Background: an optimization exercise with open tools, aiming at small area, a short achievable clock period and few clock cycles. Do not read the settings as production practice.
Where RTL was checked, it was by simulation tests only, not by an equivalence proof against the original.

==> inputs of v31 <==
// iono_xact
module iono_xact (
    input  wire        clk,
    input  wire        rst,
    input  wire        req_valid,
    output wire        req_ready,
    input  wire [2:0]  req_op,
    input  wire        req_bank,
    input  wire [6:0]  req_cmd,
    input  wire [7:0]  req_reg,
    input  wire [7:0]  req_data,
    output wire        rsp_valid,
    output wire        rsp_ok,
    output reg  [7:0]  rsp_value,
    output wire        ex_valid,
    input  wire        ex_ready,
    output wire [1:0]  ex_cs,
    output wire [23:0] ex_tx,
    input  wire        ex_rvalid,
    input  wire [23:0] ex_rx,
    output reg  [1:0]  in_err,
    output reg  [1:0]  out_err,
    output reg  [1:0]  clr_pending,
    output wire [7:0]  in_inputs0,
    output wire [7:0]  in_inputs1
);
==> flow/config.mk <==
export PLATFORM = sky130hd
export DESIGN_NAME = iono_xact
export DESIGN_NICKNAME = iono_xact
export VERILOG_FILES = /design/flow/design.v
export SDC_FILE = /design/flow/constraint.sdc
export NUM_CORES = 4
export LEC_CHECK = 0
export CAP_MARGIN = 20
export CORE_MARGIN = 2
export CORE_UTILIZATION = 40
export SETUP_SLACK_MARGIN = 2.4
export SLEW_MARGIN = 20
==> flow/constraint.sdc <==
create_clock -name core_clock -period 5.0 [get_ports {clk}]
set_input_delay 1.0000 -clock core_clock [delete_from_list [all_inputs] [get_ports {clk}]]
set_output_delay 1.0000 -clock core_clock [all_outputs]
set_load 0.01 [all_outputs]
standard.sh (not shown) runs the stock make flow with config.mk's settings and CLKGATE_MAP_FILE= SYNTH_SCRIPT=/design/flow/synth_recipe.tcl, a recipe that flattens the netlist after the stock synthesis.
==> flow/flow/run.sh <==
#!/bin/bash
# The standard layout, with two changes to how it is made:
# - the smallest buffer on every input and output port (the standard flow's
#   buffer_ports otherwise picks a larger delay buffer);
# - synthesis does not map to the 3-input XOR/XNOR cells (slow on the CRC trees).
set -euo pipefail
export BUFFER_PORTS_ARGS="-buffer_cell sky130_fd_sc_hd__buf_1"
cd "$(dirname "$0")/.."
plat=$(make -s --no-print-directory -C "$FLOW_HOME" DESIGN_CONFIG="$PWD/config.mk" WORK_HOME="$PWD/orfs" print-DONT_USE_CELLS | sed -n 's/^DONT_USE_CELLS: //p')
extra="sky130_fd_sc_hd__xor3_1 sky130_fd_sc_hd__xor3_2 sky130_fd_sc_hd__xor3_4 sky130_fd_sc_hd__xnor3_1 sky130_fd_sc_hd__xnor3_2 sky130_fd_sc_hd__xnor3_4"
echo "DONT_USE_CELLS: $plat $extra" > dont_use.log
bash standard.sh DONT_USE_CELLS="$plat $extra" finish > standard.log 2>&1
==> inputs of v30, as changes to v31 <==
--- a/flow/design.v
+++ b/flow/design.v
@@ -37,19 +37,19 @@
     output wire        rsp_ok,
     output reg  [7:0]  rsp_value,
     output wire        ex_valid,
     input  wire        ex_ready,
     output wire [1:0]  ex_cs,
     output wire [23:0] ex_tx,
     input  wire        ex_rvalid,
     input  wire [23:0] ex_rx,
-    output reg  [1:0]  in_err,
-    output reg  [1:0]  out_err,
-    output reg  [1:0]  clr_pending,
+    output wire [1:0]  in_err,
+    output wire [1:0]  out_err,
+    output wire [1:0]  clr_pending,
     output wire [7:0]  in_inputs0,
     output wire [7:0]  in_inputs1
 );
     localparam [2:0] OP_IN_READ   = 3'd0;
     localparam [2:0] OP_IN_WRITE  = 3'd1;
     localparam [2:0] OP_OUT_READ  = 3'd2;
     localparam [2:0] OP_OUT_WRITE = 3'd3;
     localparam [2:0] OP_OUT_CFG   = 3'd4;
@@ -66,116 +66,138 @@
     reg        bank;
     reg [1:0]  attempt;
     reg        p1ok;       
     reg [15:0] f;          
     reg [6:0]  c;          
     reg        ok5r;       
     reg        ok7r;       
     reg [7:0]  r0r;        
-    reg [1:0]  upd;        
+    reg [1:0]  pin;        
+    reg [1:0]  pout;       
     reg        q_k;        
     reg        q_o;        
     reg        q_ol;       
     reg        q_ok;       
     reg        r_k;        
     reg        r_o;        
     reg        g_c;        
+    reg [1:0]  pc;         
     reg        rv0;        
     reg        rok0;       
+    reg [1:0]  in_err_r, out_err_r, clr_r;
     reg [7:0]  in0_r, in1_r;
     wire rb = cfg && !wr;                             
     wire retry = (r_k && !ok5r) || (r_o && !ok7r);
     wire go    = g_c && ok7r;                         
     assign rsp_valid      = rv0 || (q_k && ok5r) || (q_o && ok7r) || (q_ol && !ok7r);
     assign rsp_ok         = rok0 || (q_k && ok5r) || (q_ok && ok7r);
-    assign in_inputs0     = upd[0] ? r0r : in0_r;
-    assign in_inputs1     = upd[1] ? r0r : in1_r;
+    assign in_err[0]      = pin[0]  ? !ok5r : in_err_r[0];
+    assign in_err[1]      = pin[1]  ? !ok5r : in_err_r[1];
+    assign out_err[0]     = pout[0] ? !(q_ok && ok7r) : out_err_r[0];
+    assign out_err[1]     = pout[1] ? !(q_ok && ok7r) : out_err_r[1];
+    assign clr_pending[0] = clr_r[0] && !(pc[0] && ok7r);
+    assign clr_pending[1] = clr_r[1] && !(pc[1] && ok7r);
+    assign in_inputs0     = (pin[0] && ok5r) ? r0r : in0_r;
+    assign in_inputs1     = (pin[1] && ok5r) ? r0r : in1_r;
     wire [7:0] tx_w1 = rb ? OUT_CMD_READ_REG : f[15:8];
     assign ex_tx     = rt ? OUT_RT_FRAME : {tx_w1, f[7:0], 1'b0, c};
     assign ex_cs     = {!kin, bank};
     assign ex_valid  = vreq || retry || (ex_rvalid && rt);
     assign req_ready = !busy;
     wire       acc_req = !busy && req_valid;
     wire       op_in   = (req_op == OP_IN_READ) || (req_op == OP_IN_WRITE);
     wire       op_wr   = (req_op == OP_OUT_WRITE) || (req_op == OP_OUT_CFG);
-    wire       kbit    = clr_pending[req_bank];
+    wire       kbit    = clr_r[req_bank];      
     reg  [7:0] nw1, nw0;
     always @(*) begin
         case (req_op)
             OP_IN_READ:  begin nw1 = {1'b0, req_cmd}; nw0 = 8'h00; end
             OP_IN_WRITE: begin nw1 = {1'b1, req_cmd}; nw0 = req_data; end
             OP_OUT_READ: begin nw1 = OUT_CMD_READ_REG; nw0 = req_reg; end
             default:     begin nw1 = {kbit, req_cmd}; nw0 = req_data; end
         endcase
     end
-    wire       tx_sel = !busy || g_c;
-    wire [7:0] x1 = !busy ? nw1 : (g_c ? OUT_CMD_READ_REG : ex_rx[23:16]);
-    wire [7:0] x0 = !busy ? nw0 : (g_c ? rsp_value : ex_rx[15:8]);
-    wire [7:0] x2 = tx_sel ? 8'h00 : ex_rx[7:0];
-    wire [4:0] x_c5;
-    wire [6:0] x_c7;
-    iono_crc5 u_x5 (.d2(x1), .d1(x0), .d0_top(x2[7:5]), .crc(x_c5));
-    iono_crc7 u_x7 (.w1(x1), .w0(x0), .crc(x_c7));
-    wire [4:0] s5 = x_c5 ^ x2[4:0];
-    wire [6:0] s7 = x_c7 ^ x2[6:0];
-    wire [6:0] n_c = (!busy && op_in) ? {2'b00, s5} : s7;
-    wire ok5 = (s5 == 5'd0);
-    wire ok7 = (s7 == 7'd0);
+    wire [4:0] t5_cmd, t5_dat, t5_0;
+    wire [6:0] t7_cmd, t7_dat, t7_reg, t7_0;
+    wire [7:0] rsrc = busy ? rsp_value : req_reg;    
+    iono_crc5 u_t5c (.d2({1'b0, req_cmd}), .d1(8'h00),    .d0_top(3'b000), .crc(t5_cmd));
+    iono_crc5 u_t5d (.d2(8'h80),           .d1(req_data), .d0_top(3'b000), .crc(t5_dat));
+    iono_crc5 u_t50 (.d2(8'h00),           .d1(8'h00),    .d0_top(3'b000), .crc(t5_0));
+    iono_crc7 u_t7c (.w1({kbit, req_cmd}), .w0(8'h00),    .crc(t7_cmd));
+    iono_crc7 u_t7d (.w1(8'h00),           .w0(req_data), .crc(t7_dat));
+    iono_crc7 u_t7r (.w1(OUT_CMD_READ_REG), .w0(rsrc),    .crc(t7_reg));
+    iono_crc7 u_t70 (.w1(8'h00),           .w0(8'h00),    .crc(t7_0));
+    wire [4:0] c5_in = req_op[0] ? (t5_cmd ^ t5_dat ^ t5_0) : t5_cmd;
+    wire [6:0] c7_wr = t7_cmd ^ t7_dat ^ t7_0;
+    reg  [6:0] n_c;
+    always @(*) begin
+        if (busy)       n_c = t7_reg;
+        else if (op_in) n_c = {2'b00, c5_in};
+        else if (op_wr) n_c = c7_wr;
+        else            n_c = t7_reg;
+    end
+    wire [4:0] rx_c5;
+    wire [6:0] rx_c7;
+    iono_crc5 u_rx5 (.d2(ex_rx[23:16]), .d1(ex_rx[15:8]), .d0_top(ex_rx[7:5]), .crc(rx_c5));
+    iono_crc7 u_rx7 (.w1(ex_rx[23:16]), .w0(ex_rx[15:8]), .crc(rx_c7));
+    wire ok5 = (rx_c5 == ex_rx[4:0]);
+    wire ok7 = (rx_c7 == ex_rx[6:0]);
     wire eq  = (ex_rx[15:8] == f[15:8]);
     wire ex_acc   = ex_valid && ex_ready;
     wire echo     = busy && ex_rvalid;
     wire echo_p1  = echo && wr && rt;                 
     wire echo_fin = echo && !(wr && rt);              
     wire [1:0] bk = {bank, !bank};
     wire last     = (attempt == ATTEMPTS_LAST);
     wire p1g      = p1ok || !wr;                      
     wire ldv = kin ? !f[15] : !wr;
     always @(posedge clk) begin
         if (rst) begin
-            busy        <= 1'b0;
-            vreq        <= 1'b0;
-            rt          <= 1'b0;
-            q_k         <= 1'b0;
-            q_o         <= 1'b0;
-            q_ol        <= 1'b0;
-            r_k         <= 1'b0;
-            r_o         <= 1'b0;
-            g_c         <= 1'b0;
-            rv0         <= 1'b0;
-            in_err      <= 2'b00;
-            out_err     <= 2'b00;
-            clr_pending <= 2'b00;
-            upd         <= 2'b11;
-            r0r         <= 8'd0;
+            busy      <= 1'b0;
+            vreq      <= 1'b0;
+            rt        <= 1'b0;
+            pin       <= 2'b00;
+            pout      <= 2'b00;
+            q_k       <= 1'b0;
+            q_o       <= 1'b0;
+            q_ol      <= 1'b0;
+            r_k       <= 1'b0;
+            r_o       <= 1'b0;
+            g_c       <= 1'b0;
+            pc        <= 2'b00;
+            rv0       <= 1'b0;
+            in_err_r  <= 2'b00;
+            out_err_r <= 2'b00;
+            clr_r     <= 2'b00;
+            in0_r     <= 8'd0;
+            in1_r     <= 8'd0;
         end else begin
-            r0r  <= ex_rx[23:16];
-            upd  <= (echo_fin && kin && ok5) ? bk : 2'b00;
+            in_err_r  <= in_err;
+            out_err_r <= out_err;
+            clr_r     <= clr_pending;
+            in0_r     <= in_inputs0;
+            in1_r     <= in_inputs1;
+            pin  <= (echo_fin && kin)  ? bk : 2'b00;
+            pout <= (echo_fin && !kin) ? bk : 2'b00;
             q_k  <= echo_fin && kin;
             q_o  <= echo_fin && !kin && p1g && !(wr && cfg);
             q_ol <= echo_fin && !kin && last;
             r_k  <= echo_fin && kin && !last;
             r_o  <= echo_fin && !kin && !last && p1g;
             g_c  <= echo_fin && wr && cfg && p1ok;
+            pc   <= (echo_fin && wr && f[15] && p1ok) ? bk : 2'b00;
             rv0  <= echo_fin && last && (kin || !p1g);
-            if (echo_fin) begin
-                if (kin)
-                    in_err[bank] <= !ok5;
-                else
-                    out_err[bank] <= !(ok7 && p1g && (eq || !rb));
-                if (wr && f[15] && p1ok && ok7)
-                    clr_pending[bank] <= 1'b0;
-            end
             if (ex_acc) begin
                 vreq <= 1'b0;
                 if (wr) rt <= !rt;
             end
             if (acc_req) begin
                 if (req_op == OP_CLEAR)
-                    clr_pending[req_bank] <= 1'b1;
+                    clr_r[req_bank] <= 1'b1;
                 if (req_op >= OP_CLEAR) begin
                     rv0 <= 1'b1;
                 end else begin
                     busy <= 1'b1;
                     vreq <= 1'b1;
                 end
             end
             if (echo_p1 && !ex_ready)
@@ -186,22 +208,19 @@
                 busy <= 1'b0;
             if (retry && !ex_ready)
                 vreq <= 1'b1;
             if (go)
                 vreq <= 1'b1;
         end
     end
     always @(posedge clk) begin
-        in0_r <= in_inputs0;
-        in1_r <= in_inputs1;
-    end
-    always @(posedge clk) begin
         ok5r <= ok5;
         ok7r <= ok7;
+        r0r  <= ex_rx[23:16];
         q_ok <= echo_fin && !kin && p1g && (eq || !rb);
         rok0 <= acc_req && (req_op == OP_CLEAR);
         if (acc_req) begin
             bank     <= req_bank;
             attempt  <= 2'd0;
             kin      <= op_in;
             wr       <= op_wr;
             cfg      <= (req_op == OP_OUT_CFG);
- ABC_AREA: default -> 1
- ABC_CLOCK_PERIOD_IN_PS: default -> 3500
==> inputs of v18, as changes to v31 <==
--- a/flow/design.v
+++ b/flow/design.v
@@ -37,18 +37,18 @@
     output wire        rsp_ok,
     output reg  [7:0]  rsp_value,
     output wire        ex_valid,
     input  wire        ex_ready,
     output wire [1:0]  ex_cs,
     output wire [23:0] ex_tx,
     input  wire        ex_rvalid,
     input  wire [23:0] ex_rx,
-    output reg  [1:0]  in_err,
-    output reg  [1:0]  out_err,
+    output wire [1:0]  in_err,
+    output wire [1:0]  out_err,
     output reg  [1:0]  clr_pending,
     output wire [7:0]  in_inputs0,
     output wire [7:0]  in_inputs1
 );
     localparam [2:0] OP_IN_READ   = 3'd0;
     localparam [2:0] OP_IN_WRITE  = 3'd1;
     localparam [2:0] OP_OUT_READ  = 3'd2;
     localparam [2:0] OP_OUT_WRITE = 3'd3;
@@ -77,16 +77,19 @@
     reg        q_ol;       
     reg        q_ok;       
     reg        r_k;        
     reg        r_o;        
     reg        g_c;        
     reg        rv0;        
     reg        rok0;       
     reg [7:0]  in0_r, in1_r;
+    reg        in_err0, in_err1, out_err0, out_err1;
+    assign in_err  = {in_err1, in_err0};
+    assign out_err = {out_err1, out_err0};
     wire rb = cfg && !wr;                             
     wire retry = (r_k && !ok5r) || (r_o && !ok7r);
     wire go    = g_c && ok7r;                         
     assign rsp_valid      = rv0 || (q_k && ok5r) || (q_o && ok7r) || (q_ol && !ok7r);
     assign rsp_ok         = rok0 || (q_k && ok5r) || (q_ok && ok7r);
     assign in_inputs0     = upd[0] ? r0r : in0_r;
     assign in_inputs1     = upd[1] ? r0r : in1_r;
     wire [7:0] tx_w1 = rb ? OUT_CMD_READ_REG : f[15:8];
@@ -102,29 +105,41 @@
     always @(*) begin
         case (req_op)
             OP_IN_READ:  begin nw1 = {1'b0, req_cmd}; nw0 = 8'h00; end
             OP_IN_WRITE: begin nw1 = {1'b1, req_cmd}; nw0 = req_data; end
             OP_OUT_READ: begin nw1 = OUT_CMD_READ_REG; nw0 = req_reg; end
             default:     begin nw1 = {kbit, req_cmd}; nw0 = req_data; end
         endcase
     end
-    wire       tx_sel = !busy || g_c;
-    wire [7:0] x1 = !busy ? nw1 : (g_c ? OUT_CMD_READ_REG : ex_rx[23:16]);
-    wire [7:0] x0 = !busy ? nw0 : (g_c ? rsp_value : ex_rx[15:8]);
-    wire [7:0] x2 = tx_sel ? 8'h00 : ex_rx[7:0];
-    wire [4:0] x_c5;
-    wire [6:0] x_c7;
-    iono_crc5 u_x5 (.d2(x1), .d1(x0), .d0_top(x2[7:5]), .crc(x_c5));
-    iono_crc7 u_x7 (.w1(x1), .w0(x0), .crc(x_c7));
-    wire [4:0] s5 = x_c5 ^ x2[4:0];
-    wire [6:0] s7 = x_c7 ^ x2[6:0];
-    wire [6:0] n_c = (!busy && op_in) ? {2'b00, s5} : s7;
-    wire ok5 = (s5 == 5'd0);
-    wire ok7 = (s7 == 7'd0);
+    wire [4:0] t5_cmd, t5_dat, t5_0;
+    wire [6:0] t7_cmd, t7_dat, t7_reg, t7_0;
+    wire [7:0] rsrc = busy ? rsp_value : req_reg;    
+    iono_crc5 u_t5c (.d2({1'b0, req_cmd}), .d1(8'h00),    .d0_top(3'b000), .crc(t5_cmd));
+    iono_crc5 u_t5d (.d2(8'h80),           .d1(req_data), .d0_top(3'b000), .crc(t5_dat));
+    iono_crc5 u_t50 (.d2(8'h00),           .d1(8'h00),    .d0_top(3'b000), .crc(t5_0));
+    iono_crc7 u_t7c (.w1({kbit, req_cmd}), .w0(8'h00),    .crc(t7_cmd));
+    iono_crc7 u_t7d (.w1(8'h00),           .w0(req_data), .crc(t7_dat));
+    iono_crc7 u_t7r (.w1(OUT_CMD_READ_REG), .w0(rsrc),    .crc(t7_reg));
+    iono_crc7 u_t70 (.w1(8'h00),           .w0(8'h00),    .crc(t7_0));
+    wire [4:0] c5_in = req_op[0] ? (t5_cmd ^ t5_dat ^ t5_0) : t5_cmd;
+    wire [6:0] c7_wr = t7_cmd ^ t7_dat ^ t7_0;
+    reg  [6:0] n_c;
+    always @(*) begin
+        if (busy)       n_c = t7_reg;
+        else if (op_in) n_c = {2'b00, c5_in};
+        else if (op_wr) n_c = c7_wr;
+        else            n_c = t7_reg;
+    end
+    wire [4:0] rx_c5;
+    wire [6:0] rx_c7;
+    iono_crc5 u_rx5 (.d2(ex_rx[23:16]), .d1(ex_rx[15:8]), .d0_top(ex_rx[7:5]), .crc(rx_c5));
+    iono_crc7 u_rx7 (.w1(ex_rx[23:16]), .w0(ex_rx[15:8]), .crc(rx_c7));
+    wire ok5 = (rx_c5 == ex_rx[4:0]);
+    wire ok7 = (rx_c7 == ex_rx[6:0]);
     wire eq  = (ex_rx[15:8] == f[15:8]);
     wire ex_acc   = ex_valid && ex_ready;
     wire echo     = busy && ex_rvalid;
     wire echo_p1  = echo && wr && rt;                 
     wire echo_fin = echo && !(wr && rt);              
     wire [1:0] bk = {bank, !bank};
     wire last     = (attempt == ATTEMPTS_LAST);
     wire p1g      = p1ok || !wr;                      
@@ -136,36 +151,38 @@
             rt          <= 1'b0;
             q_k         <= 1'b0;
             q_o         <= 1'b0;
             q_ol        <= 1'b0;
             r_k         <= 1'b0;
             r_o         <= 1'b0;
             g_c         <= 1'b0;
             rv0         <= 1'b0;
-            in_err      <= 2'b00;
-            out_err     <= 2'b00;
+            in_err0     <= 1'b0;
+            in_err1     <= 1'b0;
+            out_err0    <= 1'b0;
+            out_err1    <= 1'b0;
             clr_pending <= 2'b00;
             upd         <= 2'b11;
             r0r         <= 8'd0;
         end else begin
             r0r  <= ex_rx[23:16];
             upd  <= (echo_fin && kin && ok5) ? bk : 2'b00;
             q_k  <= echo_fin && kin;
             q_o  <= echo_fin && !kin && p1g && !(wr && cfg);
             q_ol <= echo_fin && !kin && last;
             r_k  <= echo_fin && kin && !last;
             r_o  <= echo_fin && !kin && !last && p1g;
             g_c  <= echo_fin && wr && cfg && p1ok;
             rv0  <= echo_fin && last && (kin || !p1g);
             if (echo_fin) begin
-                if (kin)
-                    in_err[bank] <= !ok5;
-                else
-                    out_err[bank] <= !(ok7 && p1g && (eq || !rb));
+                if (kin && !bank) in_err0 <= !ok5;
+                if (kin && bank)  in_err1 <= !ok5;
+                if (!kin && !bank) out_err0 <= !(ok7 && p1g && (eq || !rb));
+                if (!kin && bank)  out_err1 <= !(ok7 && p1g && (eq || !rb));
                 if (wr && f[15] && p1ok && ok7)
                     clr_pending[bank] <= 1'b0;
             end
             if (ex_acc) begin
                 vreq <= 1'b0;
                 if (wr) rt <= !rt;
             end
             if (acc_req) begin
- SETUP_SLACK_MARGIN: 2.4 -> 2.6
==> results.json <==
{
  "p_seq_w": 0.000832,
  "nFlopsAndLatches": 84,
  "internal-power_w": 0.001474,
  "status": "timing/DRC/antenna clean",
  "synthToLayoutAreaGrowth_pct": 28.41,
  "gp_congestion": 0.9351,
  "cp_num_cells": 3,
  "post-route-util_pct": 52.33,
  "nonClkBufAreaFrac_pct": 11.26,
  "syn-cell-area_um2": 5122,
  "cp.arrival_ns": 1.46
}
the above is filed under v18

==> results.json <==
{
  "gp_congestion": 0.9264,
  "post-route-util_pct": 52.75,
  "synthToLayoutAreaGrowth_pct": 29.57,
  "p_seq_w": 0.000845,
  "cp.arrival_ns": 3.60,
  "nonClkBufAreaFrac_pct": 12.43,
  "internal-power_w": 0.001621,
  "status": "timing/DRC/antenna clean",
  "nFlopsAndLatches": 84,
  "cp_num_cells": 13,
  "syn-cell-area_um2": 5370
}
the above is filed under v31

==> results.json <==
{
  "synthToLayoutAreaGrowth_pct": 13.19,
  "syn-cell-area_um2": 6823,
  "cp.arrival_ns": 2.68,
  "status": "timing/DRC/antenna clean",
  "post-route-util_pct": 46.40
}
the above is filed under v30

Testbench counts of v30, summed over its fixed seeds: cycles 10,194.
Testbench counts of v18, summed over its fixed seeds: cycles 10,194.
No functional check of the RTL was part of v31.

what the ideal ports hide:
In the flow no input, the clock included, has a driving cell. The finished layouts below were timed again as built, in two steps.
Step 1 sets driving cells, clkbuf_16 on the clock port and buf_2 on the other inputs (assumed; they add their load-dependent delay and slew).
Step 2 also shifts input and output timing later by t, the mid clock arrival at the registers, as if the neighbouring blocks saw the same clock.
a / b / c = ideal / step 1 / step 2; a / b = the first two.
run | t (ns) | setup WS [ns] | latest minus earliest clock arrival (ns) | worst slew at a driven data input, ns
v31 | 0.386 | 1.624 / 1.606 / 1.220 | 0.008 / 0.008 | 0.06
v30 | 0.376 | 2.488 / 2.457 / 2.124 | 0.009 / 0.009 | 0.04
v18 | 0.389 | 2.544 / 2.501 / 2.233 | 0.007 / 0.006 | 0.07
After both steps every run listed still meets setup and hold. The setup slack of v31, which loses most, moves by -0.018 ns with the drivers and by -0.404 ns with both steps.
